What follows belongs to an exercise in optimizing a design on an open flow for small area; a production flow would make more cautious choices.
The RTL was checked by simulation tests, not by an equivalence proof against the original design.
No activity file was given, so power comes from the tool's default toggle rates.

$ cat standard.sh
#!/bin/bash
# synth_recipe.tcl (not shown) runs the flow's synth.tcl, then flattens the netlist and writes it again
# the make line also repeats each setting of config.mk as NAME=value (left out here)
make -C /OpenROAD-flow-scripts/flow DESIGN_CONFIG=/design/flow/config.mk WORK_HOME=/design/flow/orfs CLKGATE_MAP_FILE= SYNTH_SCRIPT=/design/flow/synth_recipe.tcl "${@:-finish}"
$ cat config.mk
export PLATFORM = sky130hd
export DESIGN_NAME = blatesbox_core
export DESIGN_NICKNAME = blatesbox_core
export VERILOG_FILES = /design/flow/design.v
export SDC_FILE = /design/flow/constraint.sdc
export NUM_CORES = 4
export LEC_CHECK = 0
export ABC_AREA = 1
export CAP_MARGIN = 20
export CORE_MARGIN = 2
export CORE_UTILIZATION = 70
export CTS_BUF_LIST = sky130_fd_sc_hd__clkbuf_8
export GPL_TIMING_DRIVEN = 0
export PLACE_DENSITY = 0.8
export SLEW_MARGIN = 20
$ cat design.v
module blatesbox_core (
    input  wire       clk,
    input  wire       rst,
    input  wire       tick,
    input  wire       btn,
    input  wire [7:0] sample,
    output reg        disp_data,
    output reg        disp_clk,
    output reg        disp_latch,
    output wire       beep
);
    reg        btn_q, epend, tpend;
    reg  [5:0] fp;
    wire [3:0] fs = fp[3:0];
    wire       frl = fp[5];
    localparam F_INIT=4'd0, F_WREL=4'd1, F_ARM=4'd2, F_POLL=4'd10, F_DIE0=4'd4, F_DIE1=4'd5,
               F_MAP=4'd6, F_BEEP=4'd8, F_CLR=4'd9, F_DIE0B=4'd12, F_DIE1B=4'd13;
    wire sa;
    wire busy      = !frl & fs[3] & fs[2];
    wire en        = frl | fs[3] | fs[2];    
    wire boundary  = !sa && !busy;
    wire take_tick = boundary && tpend;
    wire take_edge = boundary && !take_tick && epend;
    wire fg_step   = busy || (boundary && !take_tick && !take_edge);
    wire fg_init = fg_step && !frl && fs == F_INIT;
    wire fg_wrel = fg_step && !frl && fs == F_WREL;
    wire fg_arm  = fg_step && !frl && fs == F_ARM;
    wire fg_poll = fg_step && !frl && fs == F_POLL;
    wire fg_die  = fg_step && !frl && fs[2:1] == 2'b10;
    wire fg_map  = fg_step && !frl && fs == F_MAP;
    wire fg_rl   = fg_step && frl;
    wire fg_beep = fg_step && !frl && fs == F_BEEP;
    wire fg_clr  = fg_step && !frl && fs == F_CLR;
    reg  [2:0] d0, d1;
    reg  [7:0] pat;    
    wire die_face = (d0[1]) | (d0[0]) | (d0[2]);
    wire die_nbr  = fg_die && die_face;
    wire die_uni  = fg_die && !die_face;
    wire d0_23 = (d0[1] & !d0[2]);
    wire d1_23 = (d1[1] & !d1[2]);
    reg  [7:0] a, b, c;
    reg  [8:0] q;
    wire [7:0] mix_a = a ^ ({8{take_edge}} & (sample ^ {8{btn_q}}));
    function [7:0] add8(input [7:0] x, input [7:0] y);
        integer k;
        reg cy;
        begin
            cy = 1'b0;
            for (k = 0; k < 8; k = k + 1) begin
                add8[k] = x[k] ^ y[k] ^ cy;
                cy = (x[k] & y[k]) | (cy & (x[k] ^ y[k]));
            end
        end
    endfunction
    wire [7:0] a1, bs, c1;
    wire [7:0] b1 = {bs[6:0], bs[7]};
    assign a1 = add8(mix_a, 8'h9D);
    assign bs = b + a1;
    assign c1 = add8(c, b1 ^ {a1[2:0], a1[7:3]});
    wire [7:0] o1 = c1 ^ b1;
    wire take2 = die_nbr || (fg_map && d0_23 && d1_23);
    wire take1 = die_nbr || (fg_map && (d0_23 || d1_23));
    wire hi0 = (q[8:2] == 7'd0);
    wire r1  = hi0 && !q[1];            
    wire one = hi0 && q[1];             
    wire [1:0] bv = {r1 ? o1[1] : (one ? o1[0] : q[1]), r1 ? o1[0] : q[0]};
    wire refill = take1 && (r1 || (take2 && one));
    wire [8:0] w = refill ? {1'b1, o1} : q;
    wire shift2 = take2 && !one;
    wire adv = take_edge || die_uni || refill;
    always @(posedge clk) begin
        if (fg_init) begin
            a <= 8'h10; b <= 8'h20; c <= 8'h30;
        end else if (adv) begin
            a <= a1; b <= b1; c <= c1;
        end
        if (fg_init)
            q <= 9'd1;
        else if (take1)
            q <= shift2 ? {2'b00, w[8:2]} : {1'b0, w[8:1]};
    end
    wire       uni_ok = (o1[7:2] != 6'b111111);
    wire [1:0] m3a, m3b;    
    assign m3a[0] = (!o1[0] & !o1[1] & o1[2] & !o1[3]) | (!o1[0] & o1[1] & !o1[2] & o1[3]) | (o1[0] & !o1[1] & !o1[2] & !o1[3]) | (o1[0] & o1[1] & o1[2] & !o1[3]) | (o1[0] & !o1[1] & o1[2] & o1[3]);
    assign m3a[1] = (o1[0] & !o1[1] & o1[2] & !o1[3]) | (o1[0] & o1[1] & !o1[2] & o1[3]) | (!o1[0] & o1[1] & !o1[2] & !o1[3]) | (!o1[0] & !o1[1] & !o1[2] & o1[3]) | (!o1[0] & o1[1] & o1[2] & o1[3]);
    assign m3b[0] = (!o1[4] & !o1[5] & o1[6] & !o1[7]) | (!o1[4] & o1[5] & !o1[6] & o1[7]) | (o1[4] & !o1[5] & !o1[6] & !o1[7]) | (o1[4] & o1[5] & o1[6] & !o1[7]) | (o1[4] & !o1[5] & o1[6] & o1[7]);
    assign m3b[1] = (o1[4] & !o1[5] & o1[6] & !o1[7]) | (o1[4] & o1[5] & !o1[6] & o1[7]) | (!o1[4] & o1[5] & !o1[6] & !o1[7]) | (!o1[4] & !o1[5] & !o1[6] & o1[7]) | (!o1[4] & o1[5] & o1[6] & o1[7]);
    wire [2:0] uni_code, nbr;
    assign uni_code[0] = (!o1[0]);
    assign uni_code[1] = (!m3a[1] & m3b[0]) | (!m3a[0] & m3b[1]) | (m3a[1] & !m3b[0]) | (m3a[0] & !m3b[1]);
    assign uni_code[2] = (m3a[1] & !m3b[1] & o1[0]) | (!m3a[1] & m3b[1] & o1[0]) | (m3a[1] & m3b[1] & !o1[0]) | (m3a[0] & m3b[0] & o1[0]) | (m3a[0] & !m3b[0] & !m3b[1] & !o1[0]) | (!m3a[0] & !m3b[0] & !m3b[1] & o1[0]) | (!m3a[0] & !m3a[1] & m3b[0] & !o1[0]);
    assign nbr[0] = (!bv[1] & !d0[0] & !d0[2]) | (!bv[0] & !d0[1] & d0[2]) | (bv[0] & d0[0] & !d0[1]) | (!bv[1] & d0[0] & d0[2]) | (bv[0] & !d0[0] & d0[1] & d0[2]) | (!bv[0] & d0[0] & d0[1] & !d0[2]);
    assign nbr[1] = (bv[0]) | (bv[1] & !d0[0] & !d0[1]) | (!bv[1] & !d0[1] & !d0[2]) | (!bv[1] & !d0[0] & d0[1] & d0[2]) | (bv[1] & d0[0] & d0[1] & !d0[2]);
    assign nbr[2] = (bv[1]);
    wire rr0 = bv[0];
    wire rr1 = d0_23 ? bv[1] : bv[0];
    reg  [4:0]  vel;
    reg  [4:0]  ru;
    reg  [5:0]  rr;
    reg  [7:0]  fc, hc;
    reg  [5:0]  bc;
    reg         rp;
    wire vel_nz   = (vel != 5'd0);
    wire fc_zero  = (fc == 8'd1);
    wire do_blink = fc_zero && !vel_nz && (d0 != d1);
    wire do_blank = (hc == 8'd128);
    wire bc_end   = (bc == 6'd32);
    wire rr_end = !(rr[0] | rr[1] | rr[2] | rr[3] | rr[4]);
    wire rr_wrap = rr_end && rr[5];
    wire roll_due = vel_nz && rr_end && !(ru[0] | ru[2] | ru[3] | ru[4]);
    wire [4:0] vel_roll, vel_press;
    assign vel_roll[0] = (vel[0] & vel[3]) | (!btn_q & !vel[2] & !vel[3] & vel[4]);
    assign vel_roll[1] = (btn_q & !vel[2] & vel[3]) | (!btn_q & !vel[0] & !vel[3]) | (!btn_q & vel[2] & vel[4]) | (btn_q & !vel[2] & vel[4]) | (!btn_q & vel[1] & vel[2]) | (vel[1] & vel[2] & !vel[3] & !vel[4]);
    assign vel_roll[2] = (!btn_q & !vel[1] & vel[3]) | (btn_q & !vel[0] & !vel[3]) | (vel[0] & vel[1] & vel[3]) | (!btn_q & vel[2] & vel[3]) | (btn_q & vel[1] & !vel[2] & !vel[4]);
    assign vel_roll[3] = (!btn_q & !vel[2] & vel[3]) | (btn_q & !vel[0] & !vel[1]) | (vel[0] & vel[2]) | (btn_q & vel[2] & !vel[3]) | (!btn_q & vel[1] & !vel[3] & !vel[4]) | (!btn_q & vel[0]);
    assign vel_roll[4] = (!btn_q & vel[4]) | (vel[0]) | (!vel[3] & vel[4]) | (!vel[1] & vel[4]) | (!btn_q & !vel[2] & !vel[3]);
    assign vel_press[0] = (vel[0]) | (!vel[3] & vel[4]) | (vel[2] & vel[4]);
    assign vel_press[1] = (vel[3] & vel[4]) | (!vel[1] & !vel[2]) | (vel[0]) | (!vel[1] & vel[3]);
    assign vel_press[2] = (vel[1] & !vel[2]) | (vel[0]) | (vel[1] & !vel[3] & !vel[4]);
    assign vel_press[3] = (!vel[3]) | (vel[0]) | (vel[2] & !vel[4]);
    assign vel_press[4] = (vel[4]) | (!vel[1] & vel[2]) | (vel[1] & !vel[2] & !vel[3]);
    wire [4:0] ru_new;
    assign ru_new[0] = (vel[0]) | (!vel[3] & vel[4]) | (!btn_q & !vel[1] & vel[4]) | (btn_q & vel[1] & vel[4]) | (!btn_q & !vel[1] & !vel[3]);
    assign ru_new[1] = (vel[2] & vel[3] & vel[4]) | (btn_q & vel[1] & !vel[2] & vel[4]) | (!btn_q & vel[0]) | (!btn_q & !vel[1] & !vel[3]) | (!btn_q & vel[2] & vel[4]) | (vel[1] & vel[3] & vel[4]);
    assign ru_new[2] = (!btn_q & vel[1] & !vel[4]) | (btn_q & !vel[1] & !vel[4]) | (!vel[2] & vel[3] & !vel[4]) | (btn_q & !vel[1] & !vel[2]) | (!vel[0] & !vel[2] & !vel[3] & vel[4]) | (!btn_q & !vel[0] & vel[2] & vel[4]) | (btn_q & vel[0] & !vel[2]) | (btn_q & vel[2] & !vel[3] & !vel[4]);
    assign ru_new[3] = (vel[0]) | (vel[2] & !vel[3] & vel[4]) | (!vel[1] & !vel[2] & vel[4]) | (!btn_q & !vel[2] & !vel[3]);
    assign ru_new[4] = (vel[0]) | (!vel[2] & vel[3] & !vel[4]) | (btn_q & !vel[3] & !vel[4]) | (!btn_q & vel[1] & vel[4]) | (btn_q & !vel[1] & vel[2]) | (!btn_q & vel[1] & vel[2]) | (!btn_q & vel[3] & !vel[4]);
    assign beep = (bc != 6'd0);
    reg        sblank, smore, sba;
    wire       sact = sblank || !smore;
    reg  [4:0] sk;
    assign sa = sact;
    wire [4:0] ek = sact ? sk : fp[4:0];
    wire [2:0] ei = ek[4:2];
    wire [1:0] ep = ek[1:0];
    wire       eblank = sblank;
    wire [4:0] ek_next = {ei + {2'b00, ep[1]},
                          ep == 2'd0 ? 2'd1 :
                          ep == 2'd1 ? 2'd2 :
                          ep == 2'd2 ? ((ei == 3'd7) ? 2'd3 : {1'b0, eblank}) : 2'd3};
    wire       e_end = (ep == 2'd3) && (eblank ? ei[0] : ei[1]);
    wire       ev_go = sact || fg_rl;
    wire [3:0] pd = ei[2] ? pat[7:4] : pat[3:0];
    wire       dot_bit;
    assign dot_bit = (pd[3] & ei[0]) | (pd[1] & !ei[0] & !ei[1]) | (!pd[1] & pd[2] & pd[3] & ei[1]) | (pd[0] & pd[2] & ei[0] & ei[1]) | (!pd[0] & pd[2] & ei[0] & !ei[1]);
    always @(posedge clk) begin
        if (take_tick)
            sk <= 5'b00001;
        else if (e_end)
            sk <= {4'b0000, !smore};
        else
            sk <= ek_next;
    end
    always @(posedge clk) begin
        btn_q <= btn;
        if (rst) begin
            vel <= 5'd0; ru <= 5'd0; rr <= 6'd0; fc <= 8'd1; hc <= 8'd0; bc <= 6'd0; rp <= 1'b0;
            d0 <= 3'd0; d1 <= 3'd0; pat <= 8'd0;
            epend <= 1'b0; tpend <= 1'b0;
            fp <= {2'b00, F_INIT};
            sblank <= 1'b0; smore <= 1'b1; sba <= 1'b0;
            disp_data <= 1'b0; disp_clk <= 1'b0; disp_latch <= 1'b0;
        end else begin
            if (take_tick) begin
                fc <= {fc[6:0], fc[7] ^ fc[5] ^ fc[4] ^ fc[3]};
                hc <= {hc[6:0], (hc[7] ^ hc[5] ^ hc[4] ^ hc[3]) & !do_blank};
                bc <= {bc[4:0], (bc[5] ^ bc[4]) & !bc_end};
                if (roll_due) begin
                    ru <= ru_new;
                    rr <= (vel_roll == 5'd0) ? 6'd0 : 6'd10;
                end else begin
                    rr <= rr_wrap ? 6'd10 : {rr[4:0], rr[5] ^ rr[4]};
                    if (rr_wrap) ru <= {ru[3:0], ru[0] ^ ru[1] ^ ru[2] ^ ru[4]};
                end
                if (roll_due) begin
                    vel <= vel_roll;
                    rp  <= 1'b1;
                    if (vel_roll == 5'd0) hc <= 8'd173;
                end
                sblank <= do_blink || do_blank;
                smore  <= do_blink || !do_blank;
                sba    <= do_blink && do_blank;
            end
            if (sact) begin
                if (e_end) begin
                    if (sblank && smore) begin
                        smore  <= 1'b0;
                        sblank <= 1'b0;
                    end else if (!sblank && sba) begin
                        sblank <= 1'b1;
                        sba    <= 1'b0;
                    end else begin
                        sblank <= 1'b0;
                        smore  <= 1'b1;
                        sba    <= 1'b0;
                    end
                end
            end
            if (take_edge && !btn_q) vel <= vel_press;
            if (fg_init) fp <= {2'b00, F_WREL};
            if (fg_wrel && btn_q) fp <= {2'b00, F_ARM};
            if (fg_arm) fp <= {2'b00, F_POLL};
            if (fg_poll && rp) fp <= {2'b00, F_DIE0};
            if (die_nbr || (die_uni && uni_ok)) begin
                d0 <= d1; d1 <= die_nbr ? nbr : uni_code;
                fp <= {2'b00, fs[0] ? F_MAP : F_DIE1};
            end
            if (die_uni && !uni_ok) fp <= {4'b0011, fs[1:0]};
            if (fg_map) begin
                pat <= {d1, rr1, d0, rr0};
                fp <= 6'b100000;
            end
            if (fg_rl) begin
                fp <= e_end ? {2'b00, F_BEEP} : {1'b1, ek_next};
            end
            if (fg_beep) begin bc <= 6'd10; fp <= {2'b00, F_CLR}; end
            if (fg_clr) begin rp <= 1'b0; fp <= {2'b00, F_POLL}; end
            if (ev_go) begin
                if (ep == 2'd0 || (ep == 2'd3 && ei == 3'd2)) disp_data <= (ep == 2'd0) & dot_bit;
                if (ep == 2'd1 || ep == 2'd2) disp_clk <= !ep[1];
                if (ep == 2'd3 && !ei[1]) disp_latch <= !ei[0];
            end
            epend <= (!take_edge && epend) || ((btn != btn_q) && en);
            tpend <= (!take_tick && tpend) || (tick && en);
        end
    end
endmodule
$ cat constraint.sdc
create_clock -name core_clock -period 10.0 [get_ports {clk}]
set_input_delay 2.0000 -clock core_clock [delete_from_list [all_inputs] [get_ports {clk}]]
set_output_delay 2.0000 -clock core_clock [all_outputs]
set_load 0.01 [all_outputs]
$ cat flow/reabc.sh
#!/bin/bash
# reabc.sh IN.v OUT.v LOG : re-map the combinational logic of a synthesised
# sky130hd netlist with an area-oriented ABC script; flip-flop instances
# (names, cell types and connections) are kept as they are.
set -euo pipefail
IN=$1; OUT=$2; LOG=$3
LIB=${FLOW_HOME:-/OpenROAD-flow-scripts/flow}/platforms/sky130hd/lib/sky130_fd_sc_hd__tt_025C_1v80.lib
DU=""
for c in $(grep -o 'sky130_fd_sc_hd__\(probe\|lpflow\)[a-z0-9_]*' $LIB | sort -u); do DU="$DU -dont_use $c"; done
SCRIPT=${ABC_SCRIPT:-"+strash;&get,-n;&deepsyn,-T,30;&put;dch;amap;topo;dnsize"}
FF=$(grep -o 'sky130_fd_sc_hd__[a-z0-9_]*df[a-z0-9_]*' $IN | sort -u | tr '\n' ' ')
cat > reabc.ys <<EOY
read_liberty -ignore_miss_func $LIB
read_verilog $IN
hierarchy -top blatesbox_core
setattr -mod -set blackbox 1 $FF
flatten
opt_clean -purge
abc -liberty $LIB $DU -script $SCRIPT
setundef -zero
opt_clean -purge
hilomap -singleton -hicell sky130_fd_sc_hd__conb_1 HI -locell sky130_fd_sc_hd__conb_1 LO
insbuf -buf sky130_fd_sc_hd__buf_4 A X
splitnets
opt_clean -purge
blackbox sky130_fd_sc_hd__*
read_liberty -lib $LIB
stat -liberty $LIB
write_verilog -noattr -nohex -nodec $OUT
EOY
${YOSYS_EXE:-$(command -v yosys || echo ${FLOW_HOME}/../tools/install/yosys/bin/yosys)} -s reabc.ys > $LOG 2>&1
$ cat flow/run.sh
#!/bin/bash
# Own layout flow: the standard synthesis, then the combinational logic of
# the synthesised netlist is re-mapped with an area-oriented ABC script
# (flow/reabc.sh; every flip-flop instance keeps its name, cell type and
# connections), then the standard layout from floorplan to finish, with
# the port buffers made of the smallest buffer cell (buf_1).
# Each tool's output goes to its own log file in the work folder.
set -euo pipefail
W=$(pwd)
R=$W/orfs/results/${FLOW_PLATFORM}/blatesbox_core/base
bash standard.sh synth > synth.log 2>&1
cp "$R/1_2_yosys.v" 1_2_yosys.standard.v
bash flow/reabc.sh 1_2_yosys.standard.v 1_2_yosys.reabc.v reabc.log
cp 1_2_yosys.reabc.v "$R/1_2_yosys.v"
rm -f "$R/1_synth.odb" "$R/1_synth.sdc"
bash standard.sh finish "BUFFER_PORTS_ARGS=-buffer_cell sky130_fd_sc_hd__buf_1" > layout.log 2>&1
==> results of run 1 <==
[layout make-up]
| cell class | instances | share of cell area [%] |
|---|---|---|
| clock inverters | 7 | 1.38 |
| flip-flops and latches | 105 | 35.1 |
| repair buffers | 17 | 1.19 |
| well taps | 102 | 2.13 |
| multi-input cells | 549 | 49.7 |
| clock buffers | 9 | 2.07 |
| inverters | 134 | 8.45 |
[cell usage in the layout (no fill, tap or decap), types with 6 or more instances in the layout]
master / instances
o21a_1: 8
dfxtp_1: 105
a21oi_1: 41
nand2_1: 64
nor2b_1: 6
buf_1: 15
nand3_1: 12
nor2_1: 133
nor4_1: 6
o21ai_2: 6
clkbuf_8: 9
a21oi_2: 6
a22oi_1: 11
o22ai_1: 66
a211oi_1: 7
o21ai_0: 74
nor3_1: 24
o221ai_1: 9
a31oi_1: 10
clkinv_1: 131
[power groups by stage]
| stage | registers [W] | logic, W | clock network, W |
|---|---|---|---|
| detailed placement | 0.000512 | 0.000892 | 0 |
| global placement | 0.000509 | 0.000858 | 0 |
| finish | 0.000505 | 0.00104 | 0.000266 |
| global route | 0.000510 | 0.00114 | 0.000285 |
| CTS | 0.000503 | 0.000933 | 0.000269 |
| floorplan | 0.000504 | 0.000712 | 0 |
[worst min-delay path by stage]
| stage | end | slack (ps) | startpoint |
|---|---|---|---|
| after detailed placement | fc[0] | 450 | fc[0] |
| after CTS | fc[0] | 470 | fc[0] |
| final | fc[0] | 470 | fc[0] |
| after global routing | pat[7] | 490 | pat[7] |
| after global placement | fc[0] | 440 | fc[0] |
| after floorplan | rp | 430 | rp |
[layer usage]
metal  vias up  global-route usage [%]  share of wire [%]
met5         -                       0                  0
met4         0                    11.8                2.0
met3        35                    5.21                6.4
met2       279                    57.1                 49
met1      2686                    42.1                 43
li1       2861                       -                  -
[per-stage QoR]
step	TNS, ps	setup slack (ps)	instance area, sq um
after floorplan	0	892	5480
after global placement	-2620	-770	5660
after detailed placement	-5230	-1100	5660
after CTS	0	41.0	5900
after global routing	-231	-144	5990
final	0	620	5990
[registers in the layout (all words and copies together), names as in the netlist, 3 cells and up]
name and count:
fp 6, sk 5, hc 8, d0 3, q 8, a 8
d1 3, c 8, b 8, bc 6, vel 5, rr 6
fc 8, ru 5, pat 8
[worst reg2reg max path: cells and delay by family (launching register included)]
family	cells	cell delay, ps
simple gates	26	3750
compound gates	24	4020
flops	1	400
buf+inv	7	920
[repair_timing]
| item | in CTS | in global routing |
|---|---|---|
| resized for setup | 15 | 27 |
| setup endpoints to repair | 12 | 13 |
| pin swaps | 1 | 1 |
| setup buffers | 2 | 0 |
==> reports/metrics.cfg, run 1 <==
[worst_setup_path]
worstSetupEndpoint=d1[2]
worst_path_dominant_cell_family=compound AO/OA/AOI/OAI gates
required_ps=10270
arrival_ps=9650
path_class=in2reg
critPathBufInv=6
crit_start=sample[0]
startpoint_type=input port
end_kind=register
slowest_delay_ps=390
r2r-start=sblank
cp_slowest_cell=o21ai_1
reg2reg_slack_ps=790
worstPathMaxFanout=6
reg2reg_depth=57
cp.depth=52
r2r-end=d1[2]
path_common_cell=nor2_1

[layout]
area_growth_pct=9.43
multiInputGateArea_sq_um=2980
seq_area_sq_um=2100
final_nets=828
n_antenna_cell=0
drive_gt1_share_pct=5.36
fin_cells=923
final_util_pct=78.4
nFillCells=552

[status]
run_status=timing/DRC/antenna clean

[timing]
hold_violations=0
setup_viol=0
drv_slew=0
tightest_slew_ps=929
timing.hold.ws_ps=467
period_needed_ps=9380
fin_crit_sh_pct=93.8
fin_skew_ps=15.0
max_freq_mhz=107
slew-limit-headroom_pct=37.6

[global_routing]
gr-total-overflow=0
grt_pass1_vias=5322
antenna_found_initial=0
grt_pass1_wl_um=23300
grt_max_degree=22
grt_usage_pct=33.1

[floorplanning]
rows=32
ios=16
die_area_sq_um=8550
die_x_um=92.5
start_util_pct=71.6
core_sq_um=7650
die_y_um=92.5

[power_and_ir_drop]
clkPwrFrac_pct=14.7
p_switching_w=0.000897
leakage_nw=2.10
power_frac_comb_pct=57.4
p_int_w=0.000912
netSwitchingFraction_pct=49.6
p_seq_share_pct=27.9
p_total_w=0.00181
powerDensity_nw_per_um2=302
ir_drop_v=0.000349

[routing]
first_iter_violations=398
ant_nets=0
routed_wl_um=14100
vias=5861
first_pass_iters=6
wl_per_cell_um=15.3
route.detailed.drc=0
vias_per_cell=6.35

[placement]
dpl.hpwl_um=10000
dp_cells=905
place.gp.congestion=0.921
port_buffers=15

[clock_network]
clock_latency_ps=380
cts_sinks=105
ctsHoldBuffers=0
root_buffer=clkbuf_8
cts_tree=done
numCtsBuffers=9
ctsHtreeMaxLevel=3
clk_pin_slew_ps=110
clockBufferDepth=2

[logic_synthesis]
synth-warning-count=1
syn_nets=800
syn-cell-area_sq_um=5480
syn_area_per_cell_sq_um=6.95
syn_inst=788

[job]
cap_viol_max_count=0

[worst_hold_path]
holdPathStages=2
min_path_type=reg2reg

==> run 2: changes to the inputs <==
--- a/config.mk
+++ b/config.mk
@@ -8,3 +8,3 @@
 export ABC_AREA = 1
-export CAP_MARGIN = 20
+export CAP_MARGIN = 0
 export CORE_MARGIN = 2
@@ -12,4 +12,3 @@
 export CTS_BUF_LIST = sky130_fd_sc_hd__clkbuf_8
-export GPL_TIMING_DRIVEN = 0
 export PLACE_DENSITY = 0.8
-export SLEW_MARGIN = 20
+export SLEW_MARGIN = 0
==> reports/metrics.cfg, run 2 <==
[power_and_ir_drop]
leakage_nw=2.13
ir_drop_v=0.000352
p_total_w=0.00182
powerDensity_nw_per_um2=303

[timing]
slew-limit-headroom_pct=44.6
period_needed_ps=9050
tightest_slew_ps=830
drv_slew=0
setup_viol=0
fin_skew_ps=21.6
fin_crit_sh_pct=90.5
setup_ws_ps=952
rsz0062_at_grt=false
max_freq_mhz=111
hold_violations=0

[layout]
area_growth_pct=9.55
final_cell_mix=137 x nor2_1, 132 x clkinv_1, 105 x dfxtp_1
final_nets=837
nFillCells=593
n_antenna_cell=0
drive_gt1_share_pct=4.82
mostFrequentLayoutCell=nor2_1

[floorplanning]
rows=32
start_util_pct=71.6
die_area_sq_um=8550
die_y_um=92.5
ios=16
die_x_um=92.5
core_sq_um=7650

[logic_synthesis]
syn-cell-area_sq_um=5480
synth-warning-count=1
syn_area_per_cell_sq_um=6.95
syn_inst=788
syn_nets=800

[routing]
vias_per_cell=6.22
ant_nets=0
wl_per_cell_um=15.1
route.met2.wl_um=6900
route.detailed.drc=0
first_iter_violations=479
drt-met1-wl_um=5990
vias=5801
top_layer_used=met4
routed_wl_um=14100
wl_met3_um=785
first_pass_iters=5

[global_routing]
gr-total-overflow=0
grt_max_degree=22
grt_usage_pct=33.5
grt_pass1_vias=5474
grt_pass1_wl_um=23500
antenna_found_initial=0

[worst_hold_path]
min_path_type=reg2reg
min_from=fc[0]

[clock_network]
cts_sinks=105
clock_latency_ps=390
ctsHtreeMaxLevel=3
numCtsBuffers=9
clockBufferDepth=2
clk_pin_slew_ps=120
root_buffer=clkbuf_8
cts_tree=done
ctsHoldBuffers=0

[placement]
port_buffers=15
pre_cts_ws_ps=-147
place.gp.congestion=0.927
dpl.hpwl_um=10300

[worst_setup_path]
arrival_ps=9320
r2r-start=smore
required_ps=10270
startpoint_type=input port
worstPathMaxFanout=5
slowest_delay_ps=280
path_class=in2reg
crit_start=sample[0]
cp_slowest_cell=a21boi_1
end_kind=register

[job]
cap_viol_max_count=0

[status]
run_status=timing/DRC/antenna clean

[run 2: timing repair]
action / in CTS / in global routing
buffers inserted: 0 / 1
pin swaps: 0 / 3
endpoints found under the setup margin: 1 / 12
resized for setup: 2 / 21
[run 2: per-layer routing]
layer / up-vias / GRT usage (%)
met5: - / 0
met4: 0 / 15.4
met3: 46 / 4.72
met2: 242 / 58.6
met1: 2633 / 40.8
li1: 2880 / -
[run 2: worst max-delay path: cells and delay by family]
family                 cells  cell delay, ps
buffers and inverters      7             850
AND/OR/NAND/NOR           22            2370
AO/OA/AOI/OAI             28            4080
[run 2: final cells by class]
class | count | area [sq um] | share of cell area (%)
Multi-Input combinational cell | 549 | 2920 | 48.7
Sequential cell | 105 | 2100 | 35.0
Inverter | 134 | 503 | 8.38
Timing Repair Buffer | 26 | 139 | 2.31
Tap cell | 102 | 128 | 2.13
Clock buffer | 9 | 124 | 2.06
Clock inverter | 7 | 85.1 | 1.42
[run 2: final timing paths]
path	cells past startpoint	to	slack (ps)
worst max-delay path	57	d1[2]	950
worst min register to register	2	fc[0]	470
worst max register to register	62	d1[2]	1070
worst min-delay path	2	fc[0]	470
[run 2: per-stage QoR]
| step | utilization, % | instance area (sq um) | setup TNS (ps) | hold WS [ps] | cells |
|---|---|---|---|---|---|
| floorplan | - | 5480 | 0 | 432 | 788 |
| global placement | 75.0 | 5740 | 0 | 442 | 915 |
| detailed placement | 75.0 | 5740 | -147 | 452 | 915 |
| CTS | 77.8 | 5950 | 0 | 471 | 931 |
| global route | 78.5 | 6000 | 0 | 483 | 932 |
| finish | 78.5 | 6000 | 0 | 470 | 932 |
[run 2: power breakdown]
| group | leakage, nW | internal [W] | switching, W |
|---|---|---|---|
| clock | 0.100 | 0.000100 | 0.000171 |
| combinational | 1.18 | 0.000350 | 0.000694 |
| sequential | 0.851 | 0.000470 | 0.0000348 |
| total | 2.13 | 0.000920 | 0.000900 |
==> run 3: changes to the inputs <==
--- a/config.mk
+++ b/config.mk
@@ -8,7 +8,9 @@
 export ABC_AREA = 1
-export CAP_MARGIN = 0
+export CAP_MARGIN = 20
 export CORE_MARGIN = 2
 export CORE_UTILIZATION = 70
-export CTS_BUF_LIST = sky130_fd_sc_hd__clkbuf_8
+export CTS_BUF_LIST = sky130_fd_sc_hd__clkbuf_16
+export CTS_CLUSTER_DIAMETER = 100
+export CTS_CLUSTER_SIZE = 40
 export PLACE_DENSITY = 0.8
-export SLEW_MARGIN = 0
+export SLEW_MARGIN = 20
==> reports/metrics.cfg, run 3 <==
[routing]
drt-met1-wl_um=6070
first_iter_violations=423
first_pass_iters=7
top_layer_used=met4
wl_met3_um=873
wl_per_cell_um=15.3
route.met2.wl_um=6990
vias=5805
routed_wl_um=14300
route.detailed.drc=0
vias_per_cell=6.23
ant_nets=0

[layout]
multiInputGateArea_sq_um=2920
n_antenna_cell=0
mostFrequentLayoutCell=nor2_1
final_cell_mix=138 x nor2_1, 131 x clkinv_1, 105 x dfxtp_1
nFillCells=568
fin_cells=932
area_growth_pct=11.4
seq_area_sq_um=2100
final_nets=837
drive_gt1_share_pct=4.82

[timing]
tightest_slew_ps=813
drv_slew=0
setup_viol=0
timing.hold.ws_ps=462
fin_skew_ps=8.55
slew-limit-headroom_pct=45.2
fin_crit_sh_pct=90.5
hold_violations=0
max_freq_mhz=110
period_needed_ps=9050

[worst_hold_path]
min_path_type=reg2reg
holdPathStages=2
min_from=fc[0]
hold-path-endpoint=fc[0]

[clock_network]
clock_latency_ps=350
cts_tree=done
cts_sinks=105
ctsHoldBuffers=0
clockBufferDepth=2
root_buffer=clkbuf_16
numCtsBuffers=9
clk_pin_slew_ps=80
ctsHtreeMaxLevel=3

[logic_synthesis]
synth-warning-count=1
syn_nets=800
syn_area_per_cell_sq_um=6.95
syn-cell-area_sq_um=5480
syn_inst=788

[global_routing]
grt_pass1_vias=5430
grt_usage_pct=33.6
grt_max_degree=22
gr-total-overflow=0
grt_pass1_wl_um=23700
antenna_found_initial=0

[floorplanning]
ios=16
die_area_sq_um=8550
core_sq_um=7650
die_x_um=92.5
start_util_pct=71.6
die_y_um=92.5
rows=32

[worst_setup_path]
arrival_ps=9280
worstPathMaxFanout=5
r2r-end=d1[2]
reg2reg_slack_ps=1030
cp_slowest_cell=a21boi_1
end_kind=register
reg2reg_depth=62
required_ps=10230
startpoint_type=input port
path_class=in2reg
r2r-start=sblank
slowest_delay_ps=250

[placement]
place.gp.congestion=0.927
dpl.hpwl_um=10300
dp_cells=915
port_buffers=15

[status]
run_status=timing/DRC/antenna clean

[power_and_ir_drop]
powerDensity_nw_per_um2=313
ir_drop_v=0.000350
leakage_nw=2.18

[job]
cap_viol_max_count=0

## run 3: final cells by class
cell class,instances,area share (%)
Tap cell,102,2.09
Clock inverter,7,1.39
Sequential cell,105,34.5
Inverter,134,8.25
Timing Repair Buffer,26,2.28
Multi-Input combinational cell,549,47.8
Clock buffer,9,3.69
## run 3: worst max path at each step
stage               from     to  slack (ps)  depth (start not counted)
5_1_grt           sblank  d1[2]         -20                         62
2_1_floorplan  sample[0]  d1[2]         890                         53
3_3_place_gp   sample[0]  d1[2]         320                         53
3_5_place_dp   sample[0]  d1[2]        -150                         56
6_report       sample[0]  d1[2]         950                         57
4_1_cts            smore  d1[2]          50                         58
## run 3: routing by layer
layer,vias up,track usage [%]
met2,233,59.4
met5,-,0
li1,2881,-
met3,41,5.04
met1,2650,41.2
met4,0,13.2
## run 3: report_power, final
| part | total (W) | internal [W] | switching, W |
|---|---|---|---|
| clock network | 0.000362 | 0.000179 | 0.000184 |
| registers | 0.000505 | 0.000470 | 0.0000353 |
| logic | 0.00104 | 0.000350 | 0.000694 |
| total | 0.00191 | 0.000999 | 0.000913 |
## run 3: critical path, delay by kind of cell
family / cells / cell delay [ps]
compound gates: 28 / 4050
buf+inv: 7 / 870
simple gates: 22 / 2360
## run 3: metrics by stage
stage	power, W	util (%)	setup TNS (ps)	worst slack, ps	instance area [sq um]
floorplan	0.00122	-	0	892	5480
global route	0.00204	79.8	-21.9	-21.9	6100
global placement	0.00138	75.0	0	323	5740
CTS	0.00179	79.1	0	47.3	6050
finish	0.00191	79.8	0	947	6100
detailed placement	0.00143	75.0	-147	-147	5740
## run 3: repair_timing
action                                  in CTS  in global routing
buffers inserted                             0                  1
endpoints found under the setup margin       1                 12
gates resized for setup                      1                 22
pin swaps                                    0                  3
==> run 4: changes to the inputs <==
--- a/config.mk
+++ b/config.mk
@@ -11,5 +11,4 @@
 export CORE_UTILIZATION = 70
-export CTS_BUF_LIST = sky130_fd_sc_hd__clkbuf_16
-export CTS_CLUSTER_DIAMETER = 100
-export CTS_CLUSTER_SIZE = 40
+export CTS_BUF_LIST = sky130_fd_sc_hd__clkbuf_8 sky130_fd_sc_hd__clkbuf_16
+export GPL_TIMING_DRIVEN = 0
 export PLACE_DENSITY = 0.8
==> reports/metrics.cfg, run 4 <==
[power_and_ir_drop]
powerDensity_nw_per_um2=302
p_switching_w=0.000897
p_seq_share_pct=27.9
ir_drop_v=0.000349
power_frac_comb_pct=57.4
leakage_nw=2.10
clkPwrFrac_pct=14.7
netSwitchingFraction_pct=49.6
p_int_w=0.000912

[timing]
tns_ps=0
setup_viol=0
max_freq_mhz=107
fin_skew_ps=15.0
setup_ws_ps=620
slew-limit-headroom_pct=37.6
drv_slew=0
tightest_slew_ps=929
fin_crit_sh_pct=93.8
period_needed_ps=9380
hold_violations=0

[floorplanning]
ios=16
start_util_pct=71.6
core_sq_um=7650
die_area_sq_um=8550
die_y_um=92.5
rows=32
die_x_um=92.5

[clock_network]
ctsHtreeMaxLevel=3
clock_latency_ps=380
cts_tree=done
ctsHoldBuffers=0
clockBufferDepth=2
clk_pin_slew_ps=110
cts_sinks=105
numCtsBuffers=9
root_buffer=clkbuf_8

[global_routing]
antenna_found_initial=0
gr-total-overflow=0
grt_max_degree=22
grt_usage_pct=33.1
grt_pass1_vias=5322
grt_pass1_wl_um=23300

[worst_setup_path]
worstPathMaxFanout=6
path_class=in2reg
arrival_ps=9650
startpoint_type=input port
reg2reg_slack_ps=790
end_kind=register
path_common_cell=nor2_1
cp_slowest_cell=o21ai_1
slowest_delay_ps=390
required_ps=10270

[worst_hold_path]
min_path_type=reg2reg

[logic_synthesis]
syn_area_per_cell_sq_um=6.95
syn-cell-area_sq_um=5480
syn_inst=788
syn_nets=800
synth-warning-count=1

[placement]
place.gp.congestion=0.921
port_buffers=15
pre_cts_ws_ps=-1100
dpl.hpwl_um=10000

[status]
run_status=timing/DRC/antenna clean

[layout]
mostFrequentLayoutCell=nor2_1
final_nets=828
n_antenna_cell=0
area_growth_pct=9.43
nFillCells=552
final_cell_mix=133 x nor2_1, 131 x clkinv_1, 105 x dfxtp_1
drive_gt1_share_pct=5.36

[routing]
ant_nets=0
first_pass_iters=6
vias=5861
vias_per_cell=6.35
wl_per_cell_um=15.3
first_iter_violations=398
routed_wl_um=14100
route.detailed.drc=0

[job]
cap_viol_max_count=0

## run 4: final timing paths
kind,startpoint,endpoint,depth (start not counted)
setup / recovery,sample[0],d1[2],52
hold / removal,fc[0],fc[0],2
setup reg to reg,sblank,d1[2],57
hold reg to reg,fc[0],fc[0],2
## run 4: power by group through the flow
| stage | sequential [W] | clock, W | combinational, W |
|---|---|---|---|
| after floorplan | 0.000504 | 0 | 0.000712 |
| after global placement | 0.000509 | 0 | 0.000858 |
| after CTS | 0.000503 | 0.000269 | 0.000933 |
| final | 0.000505 | 0.000266 | 0.00104 |
| after detailed placement | 0.000512 | 0 | 0.000892 |
| after global routing | 0.000510 | 0.000285 | 0.00114 |
## run 4: critical path: cells and delay by family
kind / cells / cell delay, ps
AND/OR/NAND/NOR: 22 / 2820
buffers and inverters: 6 / 840
AO/OA/AOI/OAI: 24 / 3980
## run 4: what timing repair did
item | 4_1_cts | 5_1_grt
pin swaps | 1 | 1
setup endpoints to repair | 12 | 13
resized for setup | 15 | 27
setup buffers | 2 | 0
## run 4: cell type report
type	instances	area (sq um)	area share, %
multi-input combinational	549	2980	49.7
sequential	105	2100	35.1
tap	102	128	2.13
clock inverter	7	82.6	1.38
timing repair buffer	17	71.3	1.19
inverter	134	507	8.45
clock buffer	9	124	2.07
## run 4: routing by layer
metal | vias up | GRT usage [%] | routed length [um]
met5 | - | 0 | 0
met3 | 35 | 5.21 | 898
li1 | 2861 | - | -
met2 | 279 | 57.1 | 6900
met1 | 2686 | 42.1 | 6010
met4 | 0 | 11.8 | 286
## run 4: stage by stage
stage	std cells	area [sq um]	utilization (%)	hold WS, ps	power (W)
5_1_grt	923	5990	78.4	493	0.00194
4_1_cts	923	5900	77.2	471	0.00170
3_5_place_dp	905	5660	74.0	454	0.00140
6_report	923	5990	78.4	467	0.00181
2_1_floorplan	788	5480	-	432	0.00122
3_3_place_gp	905	5660	74.0	442	0.00137
==> run 5: changes to the inputs <==
--- a/flow/run.sh
+++ b/flow/run.sh
@@ -3,2 +3,3 @@
 # the synthesised netlist is re-mapped with an area-oriented ABC script
+# (deepsyn, then choice computation and area mapping with amap)
 # (flow/reabc.sh; every flip-flop instance keeps its name, cell type and
--- a/config.mk
+++ b/config.mk
@@ -11,3 +11,3 @@
 export CORE_UTILIZATION = 70
-export CTS_BUF_LIST = sky130_fd_sc_hd__clkbuf_8 sky130_fd_sc_hd__clkbuf_16
+export CTS_BUF_LIST = sky130_fd_sc_hd__clkbuf_4 sky130_fd_sc_hd__clkbuf_8
 export GPL_TIMING_DRIVEN = 0
==> reports/metrics.cfg, run 5 <==
[power_and_ir_drop]
p_int_w=0.000912
netSwitchingFraction_pct=49.6
p_switching_w=0.000897
leakage_nw=2.10
powerDensity_nw_per_um2=302
p_seq_share_pct=27.9
ir_drop_v=0.000349
power_frac_comb_pct=57.4
clkPwrFrac_pct=14.7

[clock_network]
cts_tree=done
clockBufferDepth=2
ctsHtreeMaxLevel=3
numCtsBuffers=9
ctsHoldBuffers=0
clk_pin_slew_ps=110
cts_sinks=105
root_buffer=clkbuf_8
clock_latency_ps=380

[worst_setup_path]
r2r-end=d1[2]
startpoint_type=input port
end_kind=register
reg2reg_depth=57
reg2reg_slack_ps=790
r2r-start=sblank
slowest_delay_ps=390
path_class=in2reg
required_ps=10270
worstPathMaxFanout=6
cp_slowest_cell=o21ai_1
arrival_ps=9650
path_common_cell=nor2_1

[routing]
vias=5861
ant_nets=0
first_pass_iters=6
route.detailed.drc=0
wl_per_cell_um=15.3
vias_per_cell=6.35
first_iter_violations=398
routed_wl_um=14100

[logic_synthesis]
syn-cell-area_sq_um=5480
syn_inst=788
syn_area_per_cell_sq_um=6.95
synth-warning-count=1
syn_nets=800

[global_routing]
grt_pass1_wl_um=23300
antenna_found_initial=0
grt_usage_pct=33.1
grt_pass1_vias=5322
grt_max_degree=22
gr-total-overflow=0

[timing]
max_freq_mhz=107
slew-limit-headroom_pct=37.6
tightest_slew_ps=929
fin_crit_sh_pct=93.8
hold_violations=0
drv_slew=0
period_needed_ps=9380
setup_ws_ps=620
fin_skew_ps=15.0
setup_viol=0
timing.hold.ws_ps=467

[layout]
final_nets=828
nFillCells=552
n_antenna_cell=0
area_growth_pct=9.43
final_cell_mix=133 x nor2_1, 131 x clkinv_1, 105 x dfxtp_1
stdcell_area_sq_um=5990
drive_gt1_share_pct=5.36
mostFrequentLayoutCell=nor2_1
final_util_pct=78.4

[worst_hold_path]
hold-path-endpoint=fc[0]
holdPathStages=2
min_path_type=reg2reg
min_from=fc[0]

[floorplanning]
core_sq_um=7650
ios=16
start_util_pct=71.6
die_x_um=92.5
rows=32
die_area_sq_um=8550
die_y_um=92.5

[job]
cap_viol_max_count=0

[status]
run_status=timing/DRC/antenna clean

[placement]
port_buffers=15
pre_cts_ws_ps=-1100
place.gp.congestion=0.921
dpl_cell_area_sq_um=5660
dpl.hpwl_um=10000

## run 5: per-layer routing
metal  global-route usage (%)  routed length [um]
met1                     42.1                6010
met2                     57.1                6900
met3                     5.21                 898
met4                     11.8                 286
met5                        0                   0
## run 5: power by group through the flow
stage | combinational, W | clock, W | sequential (W)
floorplan | 0.000712 | 0 | 0.000504
global placement | 0.000858 | 0 | 0.000509
detailed placement | 0.000892 | 0 | 0.000512
CTS | 0.000933 | 0.000269 | 0.000503
global route | 0.00114 | 0.000285 | 0.000510
finish | 0.00104 | 0.000266 | 0.000505
## run 5: area by class of cell
class                           instances  area, sq um  share of cell area [%]
Sequential cell                       105         2100                    35.1
Clock inverter                          7         82.6                    1.38
Tap cell                              102          128                    2.13
Timing Repair Buffer                   17         71.3                    1.19
Clock buffer                            9          124                    2.07
Inverter                              134          507                    8.45
Multi-Input combinational cell        549         2980                    49.7
## run 5: what timing repair did
item | 4_1_cts | 5_1_grt
endpoints found under the setup margin | 12 | 13
setup buffers | 2 | 0
pin swaps | 1 | 1
gates resized for setup | 15 | 27
cloned | 0 | 0
## run 5: critical path: cells and delay by family
kind | cells | cell delay (ps)
compound gates | 24 | 3980
simple gates | 22 | 2820
buf+inv | 6 | 840
## run 5: how the worst max path moves through the flow
stage / from / endpoint / slack (ps) / cells after the start
2_1_floorplan: sample[0] / d1[2] / 890 / 53
3_3_place_gp: smore / d1[2] / -770 / 58
3_5_place_dp: smore / d1[2] / -1100 / 58
4_1_cts: sblank / d1[2] / 40 / 61
5_1_grt: sample[0] / d1[2] / -140 / 56
6_report: sample[0] / d1[2] / 620 / 52
## run 5: per-stage QoR
step           setup TNS, ps  instances  total power, W
2_1_floorplan              0        788         0.00122
3_3_place_gp           -2620        905         0.00137
3_5_place_dp           -5230        905         0.00140
4_1_cts                    0        923         0.00170
5_1_grt                 -231        923         0.00194
6_report                   0        923         0.00181
==> run 6: changes to the inputs <==
--- a/config.mk
+++ b/config.mk
@@ -12,2 +12,4 @@
 export CTS_BUF_LIST = sky130_fd_sc_hd__clkbuf_4 sky130_fd_sc_hd__clkbuf_8
+export CTS_CLUSTER_DIAMETER = 30
+export CTS_CLUSTER_SIZE = 10
 export GPL_TIMING_DRIVEN = 0
==> reports/metrics.cfg, run 6 <==
[global_routing]
grt_pass1_vias=5322
gr-total-overflow=0
antenna_found_initial=0
grt_usage_pct=33.1
grt_max_degree=22
grt_pass1_wl_um=23300

[clock_network]
numCtsBuffers=9
ctsHtreeMaxLevel=3
clockBufferDepth=2
clk_pin_slew_ps=110
root_buffer=clkbuf_8
clock_latency_ps=380
ctsHoldBuffers=0
cts_tree=done
cts_sinks=105

[worst_setup_path]
slowest_delay_ps=390
path_common_cell=nor2_1
startpoint_type=input port
cp_slowest_cell=o21ai_1
worst_path_dominant_cell_family=compound AO/OA/AOI/OAI gates
required_ps=10270
reg2reg_slack_ps=790
arrival_ps=9650
critPathBufInv=6
end_kind=register
path_class=in2reg
worstPathMaxFanout=6

[floorplanning]
ios=16
rows=32
start_util_pct=71.6
die_area_sq_um=8550
die_y_um=92.5
core_sq_um=7650
die_x_um=92.5

[placement]
port_buffers=15
dpl.hpwl_um=10000
pre_cts_ws_ps=-1100
dp_cells=905
place.gp.congestion=0.921

[timing]
slew-limit-headroom_pct=37.6
fin_skew_ps=15.0
setup_ws_ps=620
max_freq_mhz=107
tns_ps=0
fin_crit_sh_pct=93.8
setup_viol=0
drv_slew=0
period_needed_ps=9380
tightest_slew_ps=929
hold_violations=0

[power_and_ir_drop]
powerDensity_nw_per_um2=302
ir_drop_v=0.000349
leakage_nw=2.10

[job]
cap_viol_max_count=0

[routing]
vias_per_cell=6.35
vias=5861
routed_wl_um=14100
first_iter_violations=398
route.detailed.drc=0
wl_per_cell_um=15.3
ant_nets=0
first_pass_iters=6

[logic_synthesis]
syn_inst=788
syn-cell-area_sq_um=5480
synth-warning-count=1
syn_nets=800
syn_area_per_cell_sq_um=6.95

[layout]
mostFrequentLayoutCell=nor2_1
area_growth_pct=9.43
n_antenna_cell=0
drive_gt1_share_pct=5.36
fin_cells=923
final_util_pct=78.4
nFillCells=552
final_nets=828
final_cell_mix=133 x nor2_1, 131 x clkinv_1, 105 x dfxtp_1

[worst_hold_path]
min_path_type=reg2reg

[status]
run_status=timing/DRC/antenna clean

run 6: cell counts in the layout (fill, tap and decap cells not counted):
Identical to the previous run, type by type.
run 6: worst paths after layout:
path	from	end	cells after the start
max	sample[0]	d1[2]	52
min	fc[0]	fc[0]	2
max reg2reg	sblank	d1[2]	57
min reg2reg	fc[0]	fc[0]	2
run 6: final cells by class:
class,count,area [sq um],share of cell area (%)
sequential,105,2100,35.1
multi-input combinational,549,2980,49.7
timing repair buffer,17,71.3,1.19
clock buffer,9,124,2.07
clock inverter,7,82.6,1.38
inverter,134,507,8.45
tap,102,128,2.13
run 6: metrics by stage:
step                      hold WS (ps)  instance area, sq um  total power [W]
final                              467                  5990          0.00181
after global placement             442                  5660          0.00137
after detailed placement           454                  5660          0.00140
after floorplan                    432                  5480          0.00122
after CTS                          471                  5900          0.00170
after global routing               493                  5990          0.00194
run 6: worst min-delay path, cell delays in order, from the launching register on:
cell and delay (ps):
dfxtp_1 330, clkinv_1 50, a21oi_1 50
run 6: where the power goes:
group	switching (W)	internal, W
clock	0.000166	0.000100
combinational	0.000696	0.000342
sequential	0.0000352	0.000470
total	0.000897	0.000912
run 6: repair_timing:
| action | 4_1_cts | 5_1_grt |
|---|---|---|
| setup endpoints to repair | 12 | 13 |
| buffers inserted | 2 | 0 |
| pin swaps | 1 | 1 |
| gates resized for setup | 15 | 27 |
run 6: metal layers:
layer  wire [um]  GRT usage (%)
met3         898           5.21
met5           0              0
met4         286           11.8
met2        6900           57.1
met1        6010           42.1
==> run 7: changes to the inputs <==
--- a/config.mk
+++ b/config.mk
@@ -10,8 +10,6 @@
 export CORE_MARGIN = 2
-export CORE_UTILIZATION = 70
-export CTS_BUF_LIST = sky130_fd_sc_hd__clkbuf_4 sky130_fd_sc_hd__clkbuf_8
-export CTS_CLUSTER_DIAMETER = 30
-export CTS_CLUSTER_SIZE = 10
+export CORE_UTILIZATION = 60
+export CTS_BUF_LIST = sky130_fd_sc_hd__clkbuf_8
 export GPL_TIMING_DRIVEN = 0
-export PLACE_DENSITY = 0.8
+export PLACE_DENSITY = 0.7
 export SLEW_MARGIN = 20
==> reports/metrics.cfg, run 7 <==
[status]
run_status=timing/DRC/antenna clean

[clock_network]
root_buffer=clkbuf_8
cts_sinks=105
clockBufferDepth=2
cts_tree=done
clk_pin_slew_ps=100
numCtsBuffers=9
ctsHtreeMaxLevel=3
clock_latency_ps=380

[routing]
drt-met1-wl_um=5910
vias=5647
first_iter_violations=302
vias_per_cell=6.07
ant_nets=0
route.detailed.drc=0
route.met2.wl_um=6580
wl_per_cell_um=14.3
routed_wl_um=13300
wl_met3_um=616
first_pass_iters=5
top_layer_used=met4

[power_and_ir_drop]
ir_drop_v=0.000237
powerDensity_nw_per_um2=304
p_total_w=0.00182
leakage_nw=2.11

[floorplanning]
die_x_um=99.6
start_util_pct=62.2
core_sq_um=8810
die_y_um=99.6
rows=34
ios=16
die_area_sq_um=9910

[global_routing]
grt_max_degree=21
antenna_found_initial=0
gr-total-overflow=0
grt_usage_pct=27.5
grt_pass1_vias=5330
grt_pass1_wl_um=22700

[worst_setup_path]
arrival_ps=9420
slowest_delay_ps=280
path_common_cell=nor2_1
r2r-end=d1[2]
path_class=in2reg
end_kind=register
cp_slowest_cell=or2_1
worstPathMaxFanout=6
r2r-start=smore
startpoint_type=input port
reg2reg_depth=57
required_ps=10260
reg2reg_slack_ps=990

[layout]
n_antenna_cell=0
final_nets=829
drive_gt1_share_pct=6.08
area_growth_pct=9.66
final_cell_mix=132 x nor2_1, 129 x clkinv_1, 105 x dfxtp_1
mostFrequentLayoutCell=nor2_1

[placement]
place.gp.congestion=1.03
dpl.hpwl_um=9870
port_buffers=15

[timing]
fin_skew_ps=13.9
period_needed_ps=9160
drv_slew=0
setup_viol=0
hold_violations=0
max_freq_mhz=109
fin_crit_sh_pct=91.6
tns_ps=0
slew-limit-headroom_pct=41.0
tightest_slew_ps=871

[worst_hold_path]
hold-path-endpoint=pat[7]
holdPathStages=2
min_from=pat[7]
min_path_type=reg2reg

[logic_synthesis]
syn-cell-area_sq_um=5480
syn_nets=800
syn_area_per_cell_sq_um=6.95
synth-warning-count=1
syn_inst=788

[job]
cap_viol_max_count=0

-- run 7: through the flow --
stage,utilization [%],hold slack [ps],cells,cell area [sq um],setup slack (ps)
finish,68.2,469,930,6010,843
global route,68.2,484,930,6010,-0.486
CTS,67.0,468,928,5900,43.4
detailed placement,64.4,452,911,5670,-1220
floorplan,-,432,788,5480,892
global placement,64.4,444,911,5670,-1010
-- run 7: worst max-delay path: cells and delay by family --
family                 cells  cell delay (ps)
buffers and inverters      6              790
and+or+nand+nor           23             3080
AOI/OAI and AO/OA         24             3520
-- run 7: where the power goes --
part / switching, W / leakage, nW / internal (W)
sequential: 0.0000338 / 0.851 / 0.000470
combinational: 0.000689 / 1.16 / 0.000374
clock: 0.000160 / 0.0962 / 0.0000981
total: 0.000883 / 2.11 / 0.000942
-- run 7: timing repair --
item,CTS,global route
pin swaps,1,3
cloned,0,0
setup endpoints to repair,12,13
hold buffers,0,0
gates resized for setup,18,30
setup buffers,1,2
-- run 7: cell type report --
cell class,instances,area [sq um]
Multi-Input combinational cell,549,2990
Fill cell,776,2800
Sequential cell,105,2100
Inverter,134,507
Tap cell,108,135
Clock buffer,9,124
Timing Repair Buffer,18,78.8
Clock inverter,7,67.6
-- run 7: how the worst max path moves through the flow --
stage	startpoint	to	slack, ps	cells past startpoint
2_1_floorplan	sample[0]	d1[2]	890	53
3_3_place_gp	smore	d1[1]	-1010	55
3_5_place_dp	smore	d1[1]	-1220	55
4_1_cts	smore	d1[2]	40	60
5_1_grt	smore	d1[2]	-0.5	60
6_report	sample[0]	d1[2]	840	53
-- run 7: per-layer routing --
metal | vias up | track usage, %
met5 | - | 0
met1 | 2592 | 34.2
li1 | 2877 | -
met4 | 0 | 10.1
met2 | 155 | 47.8
met3 | 23 | 4.85
==> run 8: changes to the inputs <==
--- a/config.mk
+++ b/config.mk
@@ -10,6 +10,6 @@
 export CORE_MARGIN = 2
-export CORE_UTILIZATION = 60
+export CORE_UTILIZATION = 70
 export CTS_BUF_LIST = sky130_fd_sc_hd__clkbuf_8
 export GPL_TIMING_DRIVEN = 0
-export PLACE_DENSITY = 0.7
+export PLACE_DENSITY = 0.8
 export SLEW_MARGIN = 20
==> reports/metrics.cfg, run 8 <==
[power_and_ir_drop]
p_switching_w=0.000897
clkPwrFrac_pct=14.7
p_seq_share_pct=27.9
ir_drop_v=0.000349
netSwitchingFraction_pct=49.6
power_frac_comb_pct=57.4
powerDensity_nw_per_um2=302
leakage_nw=2.10
p_int_w=0.000912

[timing]
hold_violations=0
drv_slew=0
slew-limit-headroom_pct=37.6
tightest_slew_ps=929
fin_skew_ps=15.0
period_needed_ps=9380
tns_ps=0
setup_viol=0
max_freq_mhz=107
fin_crit_sh_pct=93.8
setup_ws_ps=620

[layout]
mostFrequentLayoutCell=nor2_1
drive_gt1_share_pct=5.36
final_cell_mix=133 x nor2_1, 131 x clkinv_1, 105 x dfxtp_1
nFillCells=552
final_nets=828
area_growth_pct=9.43
n_antenna_cell=0

[worst_setup_path]
path_class=in2reg
critPathBufInv=6
cp_slowest_cell=o21ai_1
slowest_delay_ps=390
worstPathMaxFanout=6
end_kind=register
required_ps=10270
worst_path_dominant_cell_family=compound AO/OA/AOI/OAI gates
path_common_cell=nor2_1
startpoint_type=input port
arrival_ps=9650

[clock_network]
root_buffer=clkbuf_8
ctsHtreeMaxLevel=3
numCtsBuffers=9
clockBufferDepth=2
cts_sinks=105
ctsHoldBuffers=0
clock_latency_ps=380
clk_pin_slew_ps=110
cts_tree=done

[global_routing]
grt_pass1_wl_um=23300
grt_max_degree=22
antenna_found_initial=0
gr-total-overflow=0
grt_pass1_vias=5322
grt_usage_pct=33.1

[routing]
first_pass_iters=6
vias=5861
vias_per_cell=6.35
route.detailed.drc=0
wl_per_cell_um=15.3
routed_wl_um=14100
first_iter_violations=398
ant_nets=0

[floorplanning]
core_sq_um=7650
die_y_um=92.5
start_util_pct=71.6
ios=16
die_x_um=92.5
die_area_sq_um=8550
rows=32

[placement]
dpl.hpwl_um=10000
place.gp.congestion=0.921
port_buffers=15
pre_cts_ws_ps=-1100

[job]
cap_viol_max_count=0

[logic_synthesis]
syn_nets=800
syn_area_per_cell_sq_um=6.95
syn_inst=788
synth-warning-count=1
syn-cell-area_sq_um=5480

[status]
run_status=timing/DRC/antenna clean

[worst_hold_path]
min_path_type=reg2reg

[run 8: final cells by class]
class                   count  area (sq um)  share of cell area (%)
well taps                 102           128                    2.13
multi-input cells         549          2980                    49.7
clock buffers               9           124                    2.07
repair buffers             17          71.3                    1.19
clock inverters             7          82.6                    1.38
flip-flops and latches    105          2100                    35.1
inverters                 134           507                    8.45
[run 8: power groups by stage]
stage	logic, W	registers (W)	clock network [W]
CTS	0.000933	0.000503	0.000269
floorplan	0.000712	0.000504	0
global route	0.00114	0.000510	0.000285
global placement	0.000858	0.000509	0
detailed placement	0.000892	0.000512	0
finish	0.00104	0.000505	0.000266
[run 8: timing repair]
item,in CTS,in global routing
pin swaps,1,1
endpoints found under the setup margin,12,13
buffers inserted,2,0
gates resized for setup,15,27
[run 8: final timing paths]
path                            startpoint  endpoint  slack [ps]  cells after the start
worst max-delay path             sample[0]     d1[2]         620                     52
worst min-delay path                 fc[0]     fc[0]         470                      2
worst max register to register      sblank     d1[2]         790                     57
worst min register to register       fc[0]     fc[0]         470                      2
[run 8: tightest hold or removal path, cell delays in order (launching register included)]
cell	delay [ps]
dfxtp_1	330
clkinv_1	50
a21oi_1	50
[run 8: metrics by stage]
stage	total power, W	instance area (sq um)	std cells	util (%)	hold slack, ps
2_1_floorplan	0.00122	5480	788	-	432
3_3_place_gp	0.00137	5660	905	74.0	442
3_5_place_dp	0.00140	5660	905	74.0	454
4_1_cts	0.00170	5900	923	77.2	471
5_1_grt	0.00194	5990	923	78.4	493
6_report	0.00181	5990	923	78.4	467
[run 8: layer usage]
metal  up-vias  wire length [um]  GRT usage (%)
met3        35               898           5.21
met2       279              6900           57.1
li1       2861                 -              -
met4         0               286           11.8
met1      2686              6010           42.1
met5         -                 0              0
==> run 9: changes to the inputs <==
--- a/config.mk
+++ b/config.mk
@@ -12,2 +12,4 @@
 export CTS_BUF_LIST = sky130_fd_sc_hd__clkbuf_8
+export CTS_CLUSTER_DIAMETER = 60
+export CTS_CLUSTER_SIZE = 30
 export GPL_TIMING_DRIVEN = 0
==> reports/metrics.cfg, run 9 <==
[global_routing]
gr-total-overflow=0
grt_pass1_wl_um=23300
grt_pass1_vias=5322
grt_usage_pct=33.1
grt_max_degree=22
antenna_found_initial=0

[timing]
drv_slew=0
fin_crit_sh_pct=93.8
tightest_slew_ps=929
max_freq_mhz=107
slew-limit-headroom_pct=37.6
fin_skew_ps=15.0
setup_viol=0
period_needed_ps=9380
hold_violations=0
tns_ps=0

[logic_synthesis]
syn-cell-area_sq_um=5480
syn_nets=800
syn_inst=788
synth-warning-count=1
syn_area_per_cell_sq_um=6.95

[floorplanning]
rows=32
die_area_sq_um=8550
die_x_um=92.5
ios=16
core_sq_um=7650
start_util_pct=71.6
die_y_um=92.5

[placement]
place.gp.congestion=0.921
dpl.hpwl_um=10000
port_buffers=15

[clock_network]
root_buffer=clkbuf_8
clk_pin_slew_ps=110
clock_latency_ps=380
cts_tree=done
clockBufferDepth=2
cts_sinks=105
numCtsBuffers=9
ctsHtreeMaxLevel=3
ctsHoldBuffers=0

[worst_setup_path]
worst_path_dominant_cell_family=compound AO/OA/AOI/OAI gates
reg2reg_depth=57
crit_start=sample[0]
r2r-start=sblank
path_class=in2reg
slowest_delay_ps=390
cp_slowest_cell=o21ai_1
r2r-end=d1[2]
critPathBufInv=6
reg2reg_slack_ps=790
worstSetupEndpoint=d1[2]
path_common_cell=nor2_1
required_ps=10270
end_kind=register
startpoint_type=input port
worstPathMaxFanout=6
arrival_ps=9650
cp.depth=52

[layout]
drive_gt1_share_pct=5.36
seq_area_sq_um=2100
mostFrequentLayoutCell=nor2_1
final_cell_mix=133 x nor2_1, 131 x clkinv_1, 105 x dfxtp_1
area_growth_pct=9.43
n_antenna_cell=0
final_nets=828
nFillCells=552
multiInputGateArea_sq_um=2980

[status]
run_status=timing/DRC/antenna clean

[routing]
routed_wl_um=14100
route.detailed.drc=0
ant_nets=0
first_pass_iters=6
first_iter_violations=398
vias=5861
vias_per_cell=6.35
wl_per_cell_um=15.3

[power_and_ir_drop]
leakage_nw=2.10
powerDensity_nw_per_um2=302
p_total_w=0.00181
ir_drop_v=0.000349

[worst_hold_path]
min_from=fc[0]
min_path_type=reg2reg

[job]
cap_viol_max_count=0

-- run 9: cell counts in the layout (fill, tap and decap cells not counted) --
Identical to the previous run, type by type.
-- run 9: what timing repair did --
action                                 CTS  global route
resized for setup                       15            27
endpoints found under the hold margin    0             0
cloned                                   0             0
pin swaps                                1             1
buffers inserted                         2             0
setup endpoints to repair               12            13
-- run 9: per-stage QoR --
step	setup slack (ps)	hold WS [ps]	area, sq um	util (%)	cells
2_1_floorplan	892	432	5480	-	788
3_3_place_gp	-770	442	5660	74.0	905
3_5_place_dp	-1100	454	5660	74.0	905
4_1_cts	41.0	471	5900	77.2	923
5_1_grt	-144	493	5990	78.4	923
6_report	620	467	5990	78.4	923
-- run 9: power by group --
group | internal (W) | switching [W] | total, W | leakage (nW)
combinational | 0.000342 | 0.000696 | 0.00104 | 1.15
sequential | 0.000470 | 0.0000352 | 0.000505 | 0.851
clock | 0.000100 | 0.000166 | 0.000266 | 0.101
-- run 9: per-layer routing --
metal | up-vias | global-route usage [%] | wire length (um)
met3 | 35 | 5.21 | 898
li1 | 2861 | - | -
met5 | - | 0 | 0
met4 | 0 | 11.8 | 286
met1 | 2686 | 42.1 | 6010
met2 | 279 | 57.1 | 6900
-- run 9: worst min-delay path by stage --
| stage | endpoint | slack [ps] | cells past startpoint |
|---|---|---|---|
| 6_report | fc[0] | 470 | 2 |
| 5_1_grt | pat[7] | 490 | 2 |
| 4_1_cts | fc[0] | 470 | 2 |
| 3_5_place_dp | fc[0] | 450 | 2 |
| 3_3_place_gp | fc[0] | 440 | 2 |
| 2_1_floorplan | rp | 430 | 2 |
-- run 9: worst reg2reg max path: cells and delay by family (launching register included) --
family / cells / cell delay, ps
and+or+nand+nor: 26 / 3750
DFF: 1 / 400
AOI/OAI and AO/OA: 24 / 4020
buffers and inverters: 7 / 920
-- run 9: area by class of cell --
cell class,instances,area share (%)
Multi-Input combinational cell,549,49.7
Sequential cell,105,35.1
Inverter,134,8.45
Tap cell,102,2.13
Clock buffer,9,2.07
Clock inverter,7,1.38
Timing Repair Buffer,17,1.19

## re-timing with driven ports
The flow's constraints put no driver on any port. The routed layouts listed below were extracted and timed again, unchanged, in two steps. Step 1 (the two cells are an assumption about what drives the block):
set clk [get_ports {clk}]
set_driving_cell -lib_cell sky130_fd_sc_hd__clkbuf_16 $clk
set_driving_cell -lib_cell sky130_fd_sc_hd__buf_2 [delete_from_list [all_inputs] $clk]
Step 2 also shifts input and output timing later by t, the mid clock arrival at the registers, as if the neighbouring blocks saw the same clock. Three values: ideal, step 1, step 2; two values: the first two.
run	t (ns)	setup slack, ns	clock arrival spread, ns	slew at the worst register clock pin (ns)	worst slew at a driven data input, ns
run 1	0.400	0.620 / 0.613 / 0.213	0.015 / 0.015	0.11 / 0.11	0.05
run 2	0.412	0.952 / 0.962 / 0.550	0.021 / 0.022	0.12 / 0.12	0.05
run 3	0.385	0.947 / 0.960 / 0.575	0.009 / 0.009	0.08 / 0.08	0.05
run 4	0.400	0.620 / 0.613 / 0.213	0.015 / 0.015	0.11 / 0.11	0.05
run 5	0.400	0.620 / 0.613 / 0.213	0.015 / 0.015	0.11 / 0.11	0.05
run 6	0.400	0.620 / 0.613 / 0.213	0.015 / 0.015	0.11 / 0.11	0.05
run 7	0.404	0.843 / 0.856 / 0.452	0.014 / 0.014	0.11 / 0.11	0.04
run 8	0.400	0.620 / 0.613 / 0.213	0.015 / 0.015	0.11 / 0.11	0.05
run 9	0.400	0.620 / 0.613 / 0.213	0.015 / 0.015	0.11 / 0.11	0.05
After both steps setup and hold are still met in every run listed.
